Source: an optimization exercise on an open RTL-to-GDS flow (aim: small area, a short achievable clock period and few clock cycles per item). Production flows keep margins and buffers that such runs may drop.
In this exercise RTL edits were held to simulation tests only and were not proved equivalent to the original.
Power and IR drop assume default switching activity.

run 1:
## ppsb_engine
module ppsb_engine (
    input  wire        clk,
    input  wire        rst,           
    input  wire        start,         
    input  wire [7:0]  op,            
    input  wire [31:0] opa,
    input  wire [31:0] opb,
    input  wire [31:0] clk_pwm,       
    input  wire [1:0]  pwm_corr,      
    input  wire        pwm_odd,       
    output reg         busy,
    output reg         done,          
    output reg  [1:0]  err_code,      
    output reg  [31:0] res0,
    output reg  [31:0] res1,
    output reg  [1:0]  psc,           
    output reg  [4:0]  scalar,        
    output reg  [10:0] bound,         
    output reg  [10:0] duty,
    output wire [31:0] ratio,
    output wire [31:0] resid,
    output reg         fallback
);
Size: about 3000 cells after synthesis, roughly 270 I/O pins, ~25000 µm² of cells after synthesis.
export LEC_CHECK = 0
export CAP_MARGIN = 20
export CORE_MARGIN = 2
export CORE_UTILIZATION = 30
export CTS_CLUSTER_SIZE = 18
export SETUP_SLACK_MARGIN = 2.2
export SLEW_MARGIN = 20
export TNS_END_PERCENT = 5
create_clock -name core_clock -period 6.0 [get_ports {clk}]
run.sh (not shown) runs the stock make flow with config.mk's settings and CLKGATE_MAP_FILE= SYNTH_SCRIPT=/design/flow/synth_recipe.tcl, a recipe that flattens the netlist after the stock synthesis.
Run 1: done, clean on timing, DRC and antenna
Testbench counts of run 1, summed over its fixed seeds: cycles 19,104, items 960.
Modified inputs, run 2 compared to run 1
# run 1
export LEC_CHECK = 0
export CAP_MARGIN = 20
export CORE_MARGIN = 2
export CORE_UTILIZATION = 30
export CTS_CLUSTER_SIZE = 18
export SETUP_SLACK_MARGIN = 2.2
export SLEW_MARGIN = 20
export TNS_END_PERCENT = 5
create_clock -name core_clock -period 6.0 [get_ports {clk}]
# run 2
export LEC_CHECK = 0
export CAP_MARGIN = 20
export CORE_MARGIN = 2
export CORE_UTILIZATION = 30
export SETUP_SLACK_MARGIN = 2.5
export SLEW_MARGIN = 20
create_clock -name core_clock -period 6.0 [get_ports {clk}]
--- outcome ---
From run 2 to run 1, count of standard-cell rows did not move at all. Est. power | run 2 vs run 1 | run 2 higher. Fraction of area in registers in run 2 vs run 1: down 3.3 points. Run 2 vs. run 1: wire length on met3 higher; number of buffers inserted to repair setup after CTS higher. Endpoint of the worst setup timing path = nltd_r: run 1; endpoint of the worst setup timing path = wn[1]: run 2. NOTE power in the clock group run 1->run 2 increased by a little under 10%. As far as number of sinks driven by the clock tree goes, run 2 and run 1 are indistinguishable; the numbers are identical. Comparing run 2 against run 1, there is no change at all in share of the synthesized area in compound gates (AO/OA/AOI/OAI).
diff inputs: run 2 => run 3
# run 2
export LEC_CHECK = 0
export CAP_MARGIN = 20
export CORE_MARGIN = 2
export CORE_UTILIZATION = 30
export SETUP_SLACK_MARGIN = 2.5
export SLEW_MARGIN = 20
create_clock -name core_clock -period 6.0 [get_ports {clk}]
# run 3
export LEC_CHECK = 0
export CAP_MARGIN = 20
export CORE_MARGIN = 2
export CORE_UTILIZATION = 30
export SETUP_SLACK_MARGIN = 1.4
export SLEW_MARGIN = 20
create_clock -name core_clock -period 6.0 [get_ports {clk}]
--- outcome ---
- Looking at the reports, run 3 completed the entire flow and the layout it produced met the timing, DRC and antenna checks.
- Changes observed in run 3 relative to run 2: cell count -6.6%, half-perimeter wire length after detailed placement rose by about 0.6%, final critical delay including setup and external delays went up 0.27 ns, number of buffers inserted by post-CTS setup repair went down.
- Cmp run 3 and run 2 / met2 capacity usage during global routing / lower: run 3
- Worst slew margin relative to its limit ends up higher on run 2.
- Cmp run 3 vs run 2: combinational cell fraction of total power lower in run 3
### run 3 -> run 4
# run 3
export LEC_CHECK = 0
export CAP_MARGIN = 20
export CORE_MARGIN = 2
export CORE_UTILIZATION = 30
export SETUP_SLACK_MARGIN = 1.4
export SLEW_MARGIN = 20
create_clock -name core_clock -period 6.0 [get_ports {clk}]
# run 4
export LEC_CHECK = 0
export CAP_MARGIN = 20
export CORE_MARGIN = 2
export CORE_UTILIZATION = 30
export SETUP_SLACK_MARGIN = 2.2
export SLEW_MARGIN = 20
export TNS_END_PERCENT = 5
create_clock -name core_clock -period 6.0 [get_ports {clk}]
Notes after the runs:
Compared run 4 against run 3; total global routing track utilization within noise.
Share of the cycle needed by the critical path after routing in run 4 is 7.0 points lower than in run 3
Number of cells on the critical path (higher): run 3
Against run 3, maximum frequency in run 4 rose by more than 10%.
Worst reg-to-reg path cell count: run 4 < run 3
First-iteration DRC count: run 4 better than run 3
On number of antenna violations at the first check in global routing, the lower figure sits with run 3, not run 4.
Part of the power in combinational logic: run 4 vs run 3 up 1.9 points
Setup slack improves in run 4 relative to run 3.
Count of plain and timing-repair buffers in the layout up 43 in run 4 wrt run 3
> inputs changed (run 4 -> run 5)
# run 4
export LEC_CHECK = 0
export CAP_MARGIN = 20
export CORE_MARGIN = 2
export CORE_UTILIZATION = 30
export SETUP_SLACK_MARGIN = 2.2
export SLEW_MARGIN = 20
export TNS_END_PERCENT = 5
create_clock -name core_clock -period 6.0 [get_ports {clk}]
# run 5
export LEC_CHECK = 0
export CAP_MARGIN = 20
export CORE_MARGIN = 2
export CORE_UTILIZATION = 30
export SETUP_SLACK_MARGIN = 2.2
export SLEW_MARGIN = 20
create_clock -name core_clock -period 6.0 [get_ports {clk}]
## What came out
The global-route usage of run 5 exceeds that of run 4 by 0.54 points.
Changes observed in run 5 relative to run 4: gate count of the mapped netlist barely changed, portion of the clock cycle consumed by the worst path in the final layout dropped 0.24 points, detailed-route vias per instance climbed 0.39%, post-route minimum period dropped 0.014 ns.
Worst hold slack delta (run 4 -> run 5): insignificant
Run 5 vs run 4 — met1 routing resource usage after global routing rose 1.0 points.

## static timing again, ports no longer ideal
No port has a modelled driver above. Below, the same layouts with a new extraction and two added sets of constraints. Step 1: set_driving_cell puts a clkbuf_16 on clk and a buf_2 on each other input, an assumption about the parent block. Step 2 adds t to the input delays and takes it off the output delays; t is the mean of the earliest and latest rising clock arrival at the registers after step 1. Input paths then give back, and output paths get back, about the clock's delay inside the block. Three values: ideal ports, drivers, drivers and shift; two values: the first two.
| run | t (ns) | setup slack, ns | worst setup path after step 2 |
|---|---|---|---|
| run 1 | 0.662 | 2.043 / 2.043 / 1.502 | input to register |
| run 2 | 0.667 | 1.895 / 1.895 / 1.858 | input to register |
| run 3 | 0.651 | 1.623 / 1.623 / 1.433 | input to register |
| run 4 | 0.662 | 2.043 / 2.043 / 1.502 | input to register |
| run 5 | 0.667 | 2.058 / 2.058 / 1.634 | input to register |
After both steps setup and hold are still met in every run listed.
